Background: an optimization exercise with open tools, aiming at small area, a short achievable clock period and few clock cycles. Do not read the settings as production practice. Only simulation tests tie the RTL to the original design; equivalence was not proved.

==> v8 <==
Design nfb_blit, start of the top module:
module nfb_blit (
    input  wire        clk,
    input  wire        rst,           
    input  wire        start,         
    input  wire [15:0] start_len,     
    input  wire [1:0]  start_phase,   
    input  wire [3:0]  p_hue,         
    input  wire [9:0]  p_sat,         
    input  wire [9:0]  p_con,         
    input  wire [7:0]  p_bri,         
    input  wire [8:0]  p_sharp,       
    input  wire [8:0]  p_bleed,       
    input  wire        in_valid,
    input  wire [15:0] in_pix,
    output wire        in_ready,
    output reg         out_valid,
    output reg  [15:0] out_pix,
    output reg         done,
    output reg  [1:0]  phase_out,
    output reg         busy
);
==> flow/config.mk <==
export PLATFORM = sky130hd
export DESIGN_NAME = nfb_blit
export DESIGN_NICKNAME = nfb_blit
export VERILOG_FILES = /design/flow/design.v
export SDC_FILE = /design/flow/constraint.sdc
export NUM_CORES = 4
export LEC_CHECK = 0
export CAP_MARGIN = 20
export CORE_MARGIN = 2
export CORE_UTILIZATION = 55
export CTS_CLUSTER_DIAMETER = 100
export CTS_CLUSTER_SIZE = 24
export SLEW_MARGIN = 20
==> flow/constraint.sdc <==
create_clock -name core_clock -period 24.0 [get_ports {clk}]
set_input_delay 4.8000 -clock core_clock [delete_from_list [all_inputs] [get_ports {clk}]]
set_output_delay 4.8000 -clock core_clock [all_outputs]
set_load 0.01 [all_outputs]
standard.sh (not shown) runs the stock make flow with config.mk's settings and CLKGATE_MAP_FILE= SYNTH_SCRIPT=/design/flow/synth_recipe.tcl, a recipe that flattens the netlist after the stock synthesis.
==> flow/flow/run.sh <==
#!/bin/bash
# The standard layout (the standard.sh, unchanged synthesis and steps),
# with ORFS's timing repair aiming for a setup slack of SETUP_SLACK_MARGIN ns
# at the design's clock period, i.e. for a shorter achieved period. The
# clock period and constraints are the design's. make's output goes to
# flow_make.log; each ORFS step writes its own log under orfs/logs/.
set -euo pipefail
cd "$(dirname "$0")/.."
bash standard.sh SETUP_SLACK_MARGIN=18 finish > flow_make.log 2>&1
==> v16 (differences from v8) <==
--- a/flow/design.v
+++ b/flow/design.v
@@ -3700,11 +3700,10 @@
         s3uq <= uq;
         s4y  <= ay[31:12];
         s4i  <= ai[28:11];
         s4q  <= aq[28:11];
         out_pix <= {ch_r[7:3], ch_g[7:2], ch_b[7:3]};
-        phase_out <= pc;        
         if (rst) begin
             busy      <= 1'b0;
             st        <= 1'b0;
             rdy       <= 1'b0;
             v0        <= 1'b0;
@@ -3762,9 +3761,10 @@
             if (rdy && in_valid && (v0 ? (rem == 16'd2) : (rem == 16'd1)))
                 rdy <= 1'b0;
             if ((st && empty_r) || l4) begin
                 busy      <= 1'b0;
                 done      <= 1'b1;
+                phase_out <= pc;
             end
         end
     end
 endmodule
CORE_UTILIZATION = 40   (was 55)
CTS_CLUSTER_DIAMETER = unset   (was 100)
CTS_CLUSTER_SIZE = unset   (was 24)
==> v3 (differences from v8) <==
--- a/flow/design.v
+++ b/flow/design.v
@@ -30,11 +30,12 @@
                 recode[6 + j]  = (kk[2*j+2] & ~kk[2*j+1] & ~kk[2*j]) | (~kk[2*j+2] & kk[2*j+1] & kk[2*j]);
                 recode[12 + j] = kk[2*j+2] & ~(kk[2*j+1] & kk[2*j]);
             end
         end
     endfunction
-    reg              empty_r;      
+    reg [15:0]       len_r;
+    reg [1:0]        ph_r;
     reg [8:0]        sharp_r;
     reg [7:0]        bri_r;
     reg [5:0]        dcon_one, dcon_two, dcon_neg;
     reg [5:0]        dsat_one, dsat_two, dsat_neg;
     reg [4:0]        dbl_one, dbl_two, dbl_neg;
@@ -3659,10 +3660,12 @@
     wire [17:0] rc_sat = recode(p_sat);
     wire [17:0] rc_bl  = recode({1'b0, p_bleed});
     wire [17:0] rc_sp  = recode(10'd256 - {1'b0, sharp_r});
     always @(posedge clk) begin
         if (!busy) begin
+            len_r    <= start_len;
+            ph_r     <= start_phase;
             sharp_r  <= p_sharp;
             bri_r    <= p_bri;
             {dcon_neg, dcon_two, dcon_one} <= rc_con;
             {dsat_neg, dsat_two, dsat_one} <= rc_sat;
             {dbl_neg, dbl_two, dbl_one}    <= {rc_bl[16:12], rc_bl[10:6], rc_bl[4:0]};
@@ -3700,11 +3703,10 @@
         s3uq <= uq;
         s4y  <= ay[31:12];
         s4i  <= ai[28:11];
         s4q  <= aq[28:11];
         out_pix <= {ch_r[7:3], ch_g[7:2], ch_b[7:3]};
-        phase_out <= pc;        
         if (rst) begin
             busy      <= 1'b0;
             st        <= 1'b0;
             rdy       <= 1'b0;
             v0        <= 1'b0;
@@ -3738,33 +3740,33 @@
             l4        <= l3;
             out_valid <= e4;
             done      <= 1'b0;
             if (start && !busy)
                 busy <= 1'b1;
-            if (v0 && busy)
+            if (v0)
                 pc <= (pc == 2'd2) ? 2'd0 : pc + 2'd1;
             if (ew)
                 {pe2, pe1, pe0, pen} <= {pe1, pe0, pe2, !pe2};
             if (step && warm != 2'd2)
                 warm <= warm + 2'd1;
-            if (start && !busy) begin
-                rem  <= start_len;
-                rdy  <= (start_len != 16'd0);
-                pc   <= start_phase;
-                pe0  <= (start_phase == 2'd2);
-                pe1  <= (start_phase == 2'd0);
-                pe2  <= (start_phase == 2'd1);
-                pen  <= (start_phase != 2'd2);
+            if (st) begin
+                rem  <= len_r;
+                rdy  <= (len_r != 16'd0);
+                pc   <= ph_r;
+                pe0  <= (ph_r == 2'd2);
+                pe1  <= (ph_r == 2'd0);
+                pe2  <= (ph_r == 2'd1);
+                pen  <= (ph_r != 2'd2);
                 warm <= 2'd0;
-                empty_r <= (start_len == 16'd0);
             end else if (v0) begin
                 rem <= rem - 16'd1;
             end
-            if (rdy && in_valid && (v0 ? (rem == 16'd2) : (rem == 16'd1)))
+            if (!st && rdy && in_valid && (v0 ? (rem == 16'd2) : (rem == 16'd1)))
                 rdy <= 1'b0;
-            if ((st && empty_r) || l4) begin
+            if ((st && len_r == 16'd0) || l4) begin
                 busy      <= 1'b0;
                 done      <= 1'b1;
+                phase_out <= (st ? ph_r : pc);
             end
         end
     end
 endmodule
==> flow/run.sh (new file) <==
#!/bin/bash
# synth_recipe.tcl (not shown) runs the flow's synth.tcl, then flattens the netlist and writes it again
# the make line also repeats each setting of config.mk as NAME=value (left out here)
make -C /OpenROAD-flow-scripts/flow DESIGN_CONFIG=/design/flow/config.mk WORK_HOME=/design/flow/orfs CLKGATE_MAP_FILE= SYNTH_SCRIPT=/design/flow/synth_recipe.tcl finish
CORE_UTILIZATION = 40   (was 55)
CTS_CLUSTER_DIAMETER = unset   (was 100)
CTS_CLUSTER_SIZE = unset   (was 24)
removed: flow/flow/run.sh
removed: flow/standard.sh
==> v28 (differences from v8) <==
--- a/flow/design.v
+++ b/flow/design.v
@@ -3700,11 +3700,10 @@
         s3uq <= uq;
         s4y  <= ay[31:12];
         s4i  <= ai[28:11];
         s4q  <= aq[28:11];
         out_pix <= {ch_r[7:3], ch_g[7:2], ch_b[7:3]};
-        phase_out <= pc;        
         if (rst) begin
             busy      <= 1'b0;
             st        <= 1'b0;
             rdy       <= 1'b0;
             v0        <= 1'b0;
@@ -3762,9 +3761,10 @@
             if (rdy && in_valid && (v0 ? (rem == 16'd2) : (rem == 16'd1)))
                 rdy <= 1'b0;
             if ((st && empty_r) || l4) begin
                 busy      <= 1'b0;
                 done      <= 1'b1;
+                phase_out <= pc;
             end
         end
     end
 endmodule
CTS_CLUSTER_SIZE = 30   (was 24)
==> notes <==
Utilization: v3 < v16 < v28 < v8.
In v28 the non-clock buffer count is lower than in v8, by 19.
The highest setup slack belongs to v8, the lowest to v3.
Worst hold slack: v8 < v16 < v28 < v3.
Wire length: v3 > v8 > v16 > v28.
Between v28 and v8, the lower synthesized cell count is in v28 (gap 1.4%, measured against v8).
First-iteration DRC count: v3 > v16 > v8 > v28.
Testbench counts of v8, summed over its fixed seeds: cycles 18,824.
Testbench counts of v16, summed over its fixed seeds: cycles 18,824.
Testbench counts of v3, summed over its fixed seeds: cycles 18,888.
Testbench counts of v28, summed over its fixed seeds: cycles 18,824.

---

==> inputs of try-fjord <==
nfb_blit with an RTL version that a note above also has.
Settings: LEC_CHECK=0, CAP_MARGIN=20, CORE_MARGIN=2, CORE_UTILIZATION=40, SLEW_MARGIN=20; clock period 24.0 ns.
==> flow/flow/run.sh <==
#!/bin/bash
# The standard layout (the standard.sh, unchanged synthesis and steps),
# with ORFS's timing repair aiming for a setup slack of SETUP_SLACK_MARGIN ns
# at the design's clock period, i.e. for a shorter achieved period. The
# clock period and constraints are the design's. make's output goes to
# flow_make.log; each ORFS step writes its own log under orfs/logs/.
set -euo pipefail
cd "$(dirname "$0")/.."
bash standard.sh SETUP_SLACK_MARGIN=18 finish > flow_make.log 2>&1
==> try-juniper (differences from try-fjord) <==
--- a/flow/design.v
+++ b/flow/design.v
@@ -28,16 +28,15 @@
             for (j = 0; j < 6; j = j + 1) begin
                 recode[j]      = kk[2*j+1] ^ kk[2*j];
                 recode[6 + j]  = (kk[2*j+2] & ~kk[2*j+1] & ~kk[2*j]) | (~kk[2*j+2] & kk[2*j+1] & kk[2*j]);
                 recode[12 + j] = kk[2*j+2] & ~(kk[2*j+1] & kk[2*j]);
             end
         end
     endfunction
-    reg [15:0]       len_r;
-    reg [1:0]        ph_r;
+    reg              empty_r;      
     reg [8:0]        sharp_r;
     reg [7:0]        bri_r;
     reg [5:0]        dcon_one, dcon_two, dcon_neg;
     reg [5:0]        dsat_one, dsat_two, dsat_neg;
     reg [4:0]        dbl_one, dbl_two, dbl_neg;
     reg [4:0]        dsp_one, dsp_two, dsp_neg;      
     reg              hc_hi, hc_lo, hc_222, hc_n;      
@@ -3658,16 +3657,14 @@
     wire [7:0] ch_b = clamp8(fb);
     wire [17:0] rc_con = recode(p_con);
     wire [17:0] rc_sat = recode(p_sat);
     wire [17:0] rc_bl  = recode({1'b0, p_bleed});
     wire [17:0] rc_sp  = recode(10'd256 - {1'b0, sharp_r});
     always @(posedge clk) begin
         if (!busy) begin
-            len_r    <= start_len;
-            ph_r     <= start_phase;
             sharp_r  <= p_sharp;
             bri_r    <= p_bri;
             {dcon_neg, dcon_two, dcon_one} <= rc_con;
             {dsat_neg, dsat_two, dsat_one} <= rc_sat;
             {dbl_neg, dbl_two, dbl_one}    <= {rc_bl[16:12], rc_bl[10:6], rc_bl[4:0]};
             {hc_hi, hc_lo, hc_222, hc_n}   <= hcode_p[7:4];
             {hs_hi, hs_lo, hs_222, hs_n}   <= hcode_p[3:0];
@@ -3738,35 +3735,36 @@
             l3        <= lw;
             e4        <= e3;
             l4        <= l3;
             out_valid <= e4;
             done      <= 1'b0;
             if (start && !busy)
                 busy <= 1'b1;
-            if (v0)
+            if (v0 && busy)
                 pc <= (pc == 2'd2) ? 2'd0 : pc + 2'd1;
             if (ew)
                 {pe2, pe1, pe0, pen} <= {pe1, pe0, pe2, !pe2};
             if (step && warm != 2'd2)
                 warm <= warm + 2'd1;
-            if (st) begin
-                rem  <= len_r;
-                rdy  <= (len_r != 16'd0);
-                pc   <= ph_r;
-                pe0  <= (ph_r == 2'd2);
-                pe1  <= (ph_r == 2'd0);
-                pe2  <= (ph_r == 2'd1);
-                pen  <= (ph_r != 2'd2);
+            if (start && !busy) begin
+                rem  <= start_len;
+                rdy  <= (start_len != 16'd0);
+                pc   <= start_phase;
+                pe0  <= (start_phase == 2'd2);
+                pe1  <= (start_phase == 2'd0);
+                pe2  <= (start_phase == 2'd1);
+                pen  <= (start_phase != 2'd2);
                 warm <= 2'd0;
+                empty_r <= (start_len == 16'd0);
             end else if (v0) begin
                 rem <= rem - 16'd1;
             end
-            if (!st && rdy && in_valid && (v0 ? (rem == 16'd2) : (rem == 16'd1)))
+            if (rdy && in_valid && (v0 ? (rem == 16'd2) : (rem == 16'd1)))
                 rdy <= 1'b0;
-            if ((st && len_r == 16'd0) || l4) begin
+            if ((st && empty_r) || l4) begin
                 busy      <= 1'b0;
                 done      <= 1'b1;
-                phase_out <= (st ? ph_r : pc);
+                phase_out <= pc;
             end
         end
     end
 endmodule
CORE_UTILIZATION = 55   (was 40)
CTS_CLUSTER_DIAMETER = 100   (was unset)
CTS_CLUSTER_SIZE = 24   (was unset)
==> impl_metrics.toml <==
[run_status]
status = "complete, no violations"

[logic_synthesis]
synth_top_area_frac = 0.288

[finish]
buffer_area_frac = 0.0240

[route]
vias_per_cell = 5.47
# the run above: try-juniper

==> impl_metrics.toml <==
[timing]
setup_slack_ns = 17.92

[route]
vias_per_cell = 5.16

[logic_synthesis]
synth_top_area_frac = 0.286
avgSynthCellArea_um2 = 10.1

[run_status]
status = "complete, no violations"

[finish]
buffer_area_frac = 0.0222
# the run above: try-fjord

Testbench counts of try-fjord, summed over its fixed seeds: cycles 18,888.
Testbench counts of try-juniper, summed over its fixed seeds: cycles 18,824.

==> port drivers added, routing unchanged <==
In the flow no input, the clock included, has a driving cell. The finished layouts below were timed again as built, in two steps.
Step 1 assumes that a clkbuf_16 drives the clock port and a buf_2 every other input.
Step 2 times the ports against the registers' clock, not the clock port: input delays grow and output delays shrink by t, the midpoint of the rising clock arrivals with the driver on.
Three values: ideal ports, drivers, drivers and shift; two values: the first two.
| run | t, ns | slack for setup (ns) | hold slack, ns | worst data-port slew with drivers (ns) |
|---|---|---|---|---|
| v8 | 0.770 | 18.037 / 17.956 / 17.472 | 0.315 / 0.315 / 0.315 | 0.22 |
| v16 | 0.814 | 17.917 / 17.830 / 17.349 | 0.323 / 0.323 / 0.323 | 0.10 |
| v3 | 0.827 | 17.481 / 17.393 / 17.410 | 0.325 / 0.325 / 0.325 | 0.08 |
| v28 | 0.764 | 17.953 / 17.870 / 17.429 | 0.324 / 0.324 / 0.324 | 0.05 |
| try-fjord | 0.820 | 17.921 / 17.831 / 17.484 | 0.316 / 0.316 / 0.316 | 0.08 |
| try-juniper | 0.776 | 17.970 / 17.885 / 17.429 | 0.324 / 0.324 / 0.324 | 0.05 |
After both steps every run listed still meets setup and hold. For v16, which loses most, drivers alone change the setup slack by -0.087 ns; drivers and shift together by -0.568 ns.
